This design comes from an exercise in tuning for small area, a short achievable clock period and few clock cycles on the open sky130 flow, not from production work. Only simulation tests tie the RTL to the original design; equivalence was not proved.

===== run.sh =====
#!/bin/bash
# synth_recipe.tcl (not shown) runs the flow's synth.tcl, then flattens the netlist and writes it again
# the make line also repeats each setting of config.mk as NAME=value (left out here)
make -C /OpenROAD-flow-scripts/flow DESIGN_CONFIG=/design/flow/config.mk WORK_HOME=/design/flow/orfs CLKGATE_MAP_FILE= SYNTH_SCRIPT=/design/flow/synth_recipe.tcl finish

===== config.mk =====
export PLATFORM = sky130hd
export DESIGN_NAME = enigma_core
export DESIGN_NICKNAME = enigma_core
export VERILOG_FILES = /design/flow/design.v
export SDC_FILE = /design/flow/constraint.sdc
export NUM_CORES = 4
export LEC_CHECK = 0
export CAP_MARGIN = 20
export CORE_MARGIN = 2
export CORE_UTILIZATION = 40
export SLEW_MARGIN = 20

===== constraint.sdc =====
create_clock -name core_clock -period 30.0 [get_ports {clk}]
set_input_delay 6.0000 -clock core_clock [delete_from_list [all_inputs] [get_ports {clk}]]
set_output_delay 6.0000 -clock core_clock [all_outputs]
set_load 0.01 [all_outputs]

===== design.v =====
module enigma_core (
    input  wire       clk,
    input  wire       rst,
    input  wire       cfg_we,
    input  wire [2:0] cfg_sel,
    input  wire [4:0] cfg_idx,
    input  wire [4:0] cfg_data,
    input  wire       in_valid,
    input  wire [7:0] in_data,
    output wire       in_ready,
    output reg        out_valid,
    output reg  [7:0] out_data,
    input  wire       out_ready
);
    reg [4:0] rw0  [0:25];
    reg [4:0] rw1  [0:25];
    reg [4:0] rw2  [0:25];
    reg [4:0] refl [0:25];
    reg [4:0] plg  [0:25];
    reg [4:0] notch [0:2];
    reg [4:0] pos   [0:2];
    function [4:0] add26;
        input [4:0] a;
        input [4:0] b;
        reg [5:0] s;
        begin
            s = a + b;
            add26 = (s >= 6'd26) ? s - 6'd26 : s[4:0];
        end
    endfunction
    function [4:0] sub26;
        input [4:0] a;
        input [4:0] b;
        begin
            sub26 = (a >= b) ? a - b : a + 5'd26 - b;
        end
    endfunction
    wire a0 = (pos[0] == add26(notch[0], 5'd19));
    wire a1 = (pos[1] == add26(notch[1], 5'd19));
    wire a2 = (pos[2] == add26(notch[2], 5'd19));
    wire [4:0] np0 = (a0 | a1) ? add26(pos[0], 5'd1) : pos[0];
    wire [4:0] np1 = (a1 | a2) ? add26(pos[1], 5'd1) : pos[1];
    wire [4:0] np2 = add26(pos[2], 5'd1);
    wire is_upper  = (in_data >= 8'h41) && (in_data <= 8'h5A);
    wire is_lower  = (in_data >= 8'h61) && (in_data <= 8'h7A);
    wire is_letter = is_upper | is_lower;
    wire [7:0] lc  = is_upper ? in_data + 8'h20 : in_data;
    wire [4:0] x   = lc[4:0] - 5'd1;       
    wire [4:0] x1 = plg[x];
    wire [4:0] f2 = rw2[add26(x1, np2)];
    wire [4:0] f1 = rw1[add26(f2, np1)];
    wire [4:0] f0 = rw0[add26(f1, np0)];
    wire [4:0] r  = refl[f0];
    reg  [4:0] j0, j1, j2;
    wire [4:0] i0 = sub26(j0, np0);
    wire [4:0] i1 = sub26(j1, np1);
    wire [4:0] i2 = sub26(j2, np2);
    integer k;
    always @* begin
        j0 = 5'd0;
        for (k = 0; k < 26; k = k + 1)
            if (rw0[k] == r) j0 = k;
        j1 = 5'd0;
        for (k = 0; k < 26; k = k + 1)
            if (rw1[k] == i0) j1 = k;
        j2 = 5'd0;
        for (k = 0; k < 26; k = k + 1)
            if (rw2[k] == i1) j2 = k;
    end
    wire [4:0] o = plg[i2];
    assign in_ready = !out_valid || out_ready;
    wire take = in_valid && in_ready;
    always @(posedge clk) begin
        if (rst) begin
            out_valid <= 1'b0;
            pos[0] <= 5'd0;
            pos[1] <= 5'd0;
            pos[2] <= 5'd0;
        end else begin
            if (out_valid && out_ready)
                out_valid <= 1'b0;
            if (take && is_letter) begin
                pos[0]    <= np0;
                pos[1]    <= np1;
                pos[2]    <= np2;
                out_valid <= 1'b1;
                out_data  <= 8'h61 + {3'd0, o};
            end
            if (cfg_we && cfg_sel == 3'd6 && cfg_idx < 5'd3)
                pos[cfg_idx] <= cfg_data;
        end
    end
    always @(posedge clk) begin
        if (cfg_we && cfg_idx < 5'd26) begin
            case (cfg_sel)
                3'd0: rw0[cfg_idx]  <= cfg_data;
                3'd1: rw1[cfg_idx]  <= cfg_data;
                3'd2: rw2[cfg_idx]  <= cfg_data;
                3'd3: refl[cfg_idx] <= cfg_data;
                3'd4: plg[cfg_idx]  <= cfg_data;
                3'd5: if (cfg_idx < 5'd3) notch[cfg_idx] <= cfg_data;
                default: ;
            endcase
        end
    end
endmodule

==> impl_results.md <==
- Outcome: no timing/DRC/antenna violations
- Crit end category: flip-flop
- Fin crit share: 96.7%
- GRT overflow: 0
- Initial drt markers: ~2.7k
- Reg-to-reg startpoint: pos[2][0]$_DFFE_PP_
- CP Max Fanout: 10
- Die Span X: 326 µm
- Post-Syn Area per Cell: 13.7 µm²
- Final WL: 119 mm
- CP most frequent cell: buf_4
- WP data required: 30.41 ns
- Routability Congestion: 0.916
- Num rows: 118
- Post-Syn Area: slightly above 40000 µm²
- Total of max-cap violations: 0
- Synth Register Bits: 779
- Critical path type: input pin to flip-flop
- CTS tree: done
- Global-route wire length before repair: 176 mm
- Antenna-violating nets left: 0
- Synth Instances: 3020
- Port bufs: 35
- Core Region: 103000 µm²
- HP Start: out_valid$_SDFFE_PP0P_
- Area occupied by multi-input gates: 17900 µm²
- Hold WS: 0.526 ns
- Seq. cell area: ~23000 µm²
- Crit path DAT: 29.42 ns
- DR vias: 27.7k
- Via density: 5.55
- Element type at the critical path start: input pin
- H-tree levels: 3
- # hold bufs at CTS: 0
- Vias in the first global route: 27.4k
- Worst reg2reg path depth: 121
- Drt pass-1 iters: 5
- Clock skew: 0.0330 ns
- Clock buffer depth: 3
- Fillers: 9077
- Total GRT Usage: 22.0%
- Initial Util: between 40 and 50%
- Hold depth: 2
- Wirelength per Cell: 23.8 µm
- CP startpoint: in_data[1]
- Clock latency (worst-skew pair): slightly below 0.7 ns
- Count of cell types in the netlist: 97
- Area growth syn-to-layout: 21.7%
- Share of layout cells above drive strength 1: 25.0%
- DRC: 0
- Sequential cell area fraction in the yosys report: 56.5%
- CTS Root Buffer Type: clkbuf_16
- Yosys warns: 1
- Hold Path Class: flip-flop to flip-flop
- Nets: 3644
- Achievable frequency: approximately 0.034 GHz
- CP max stage delay: roughly 0.56 ns
- Post-synth EDFFs: 778
- Synth Flop Type: edfxtp_1
- Reg clk slew, reported paths: 0.05 ns
- Minimum clock period: 29.01 ns
- Worst-Margin Slew: 1.06 ns
- Num CTS Buffers: 83
- I/O pins: 36
- Pre-CTS setup slack: -0.749 ns
- Die H: 326 µm
- Largest net degree at the start of global routing: 101
- Slowest CP cell: or4_1
- Setup violators final: 0
- Count of final max-slew check failures: 0
- Final worst slack: about 0.99 ns
- Worst rel slew slack: 29.3%
- DIE AREA: between 100000 and 150000 µm²
- Hold Vio Cnt, Final: 0
- Fraction of registers with async set/reset: 0%
- Antenna violations before repair: 3
- DP HPWL: 83.1 mm
- CTS sink cnt: 779
per-layer routing:
metal / routed length, µm / up-vias / global-route usage, %
met2: 55300 / 1120 / 35.1
met3: 8500 / 204 / 3.48
li1: - / 12436 / -
met5: 23 / - / 0
met1: 51200 / 13902 / 30.7
met4: 3610 / 4 / 7.22
flip-flops by register name, indices dropped and copies added, names as in the netlist:
register   count
out_data       8
notch         15
plg          130
pos           15
rw1          160
rw2          160
refl         130
out_valid      1
rw0          160
cell usage after synthesis, drive strengths merged, types with 39 or more instances:
library cell  instances  share of area, %
buf                  48              0.78
xor2                206               4.4
a211oi               42              0.76
nor2                247               2.3
a21oi                98               1.2
ha                   69               2.1
nand2               217               2.0
mux4                175               9.5
mux2                 39               1.1
nand4                49              0.74
mux2i               105               2.6
inv                  84              0.76
edfxtp              778                56
clkbuf               93              0.84
o21ai                87               1.1
xnor2               252               5.3
critical path: cells and delay by family:
kind	cells	cell delay (ns)
buffers and inverters	27	3.92
AOI/OAI and AO/OA	43	6.66
and+or+nand+nor	20	3.33
xor gates and xnor gates	10	1.96
muxes	12	4.55
adders and majority gates	10	2.97
final timing paths:
check                           endpoint  slack, ns
setup / recovery   out_data[7]$_DFFE_PP_       0.99
hold / removal    out_valid$_SDFFE_PP0P_       0.53
setup reg to reg   out_data[7]$_DFFE_PP_       6.29
hold reg to reg   out_valid$_SDFFE_PP0P_       0.53
per-stage QoR:
step / instances / setup TNS (ns) / area (µm²) / utilization [%]
floorplan: 3109 / 0 / 42000 / -
global placement: 4791 / -3.10 / 46700 / 45.3
detailed placement: 4791 / -5.02 / 46700 / 45.3
CTS: 4942 / 0 / 49600 / 48.1
global route: 4982 / -0.107 / 50400 / 48.9
finish: 4984 / 0 / 50400 / 48.9
layout by cell type, fill, tap and decap left out, types with 23 or more instances in the layout:
cell             instances
mux2_2                  32
nor2_1                 244
nor4_1                  23
mux2i_1                 92
a21oi_1                 81
ha_1                    62
mux4_2                 175
nand2_1                213
nand3_1                 33
nand4_1                 49
xnor2_1                244
clkdlybuf4s50_1         29
nor3_1                  23
buf_12                  25
inv_1                   83
edfxtp_1               778
a211oi_1                36
o21ai_0                 66
clkbuf_16               87
nor2b_1                 23
buf_4                  403
xor2_1                 199
conb_1                  90
what timing repair did:
action                                 CTS  global route
pin swaps                                1            54
gates cloned                             0             3
endpoints found under the hold margin    0             0
gates resized for setup                  3           100
setup buffers                            1            36
setup endpoints to repair                7             8
area by class of cell:
| class | count | share of cell area [%] |
|---|---|---|
| sequential | 779 | 46.4 |
| multi-input combinational | 2105 | 35.6 |
| timing repair buffer | 484 | 8.31 |
| clock buffer | 100 | 4.29 |
| tap | 1380 | 3.43 |
| clock inverter | 50 | 1.32 |
| inverter | 84 | 0.626 |
| antenna | 2 | 0.00993 |
cells by family after synthesis:
family	Yosys count	share of synthesized area, %
AND/OR/NAND/NOR	726	8.32
buffers and inverters	225	2.39
flip-flops	779	56.5
multiplexers	319	13.2
adder cells (fa/ha/maj)	82	2.69
other	1	0.00906
AO/OA/AOI/OAI	429	7.13
XOR/XNOR	459	9.78
Testbench counts, summed over its fixed seeds: cycles 8,218.

[separate check: timing with driven ports]
In the flow no input, the clock included, has a driving cell. The finished layout below was timed again as built, in two steps. Step 1 (the two cells are an assumption about what drives the block):
set clk [get_ports {clk}]
set_driving_cell -lib_cell sky130_fd_sc_hd__clkbuf_16 $clk
set_driving_cell -lib_cell sky130_fd_sc_hd__buf_2 [delete_from_list [all_inputs] $clk]
Step 2 times the ports against the registers' clock, not the clock port: input delays grow and output delays shrink by t, the midpoint of the rising clock arrivals with the driver on. Slacks: ideal / step 1 / step 2; pairs: ideal / step 1.
t, ns: 0.735
setup WS [ns]: 0.986 / 1.031 / 0.296
worst hold slack (ns): 0.526 / 0.526 / 0.526
worst slew at a driven data input, ns: 0.10
pins driven straight from the clock port: 1
After both steps setup and hold are still met in this run. For this run, drivers alone change the setup slack by +0.045 ns; drivers and shift together by -0.690 ns.
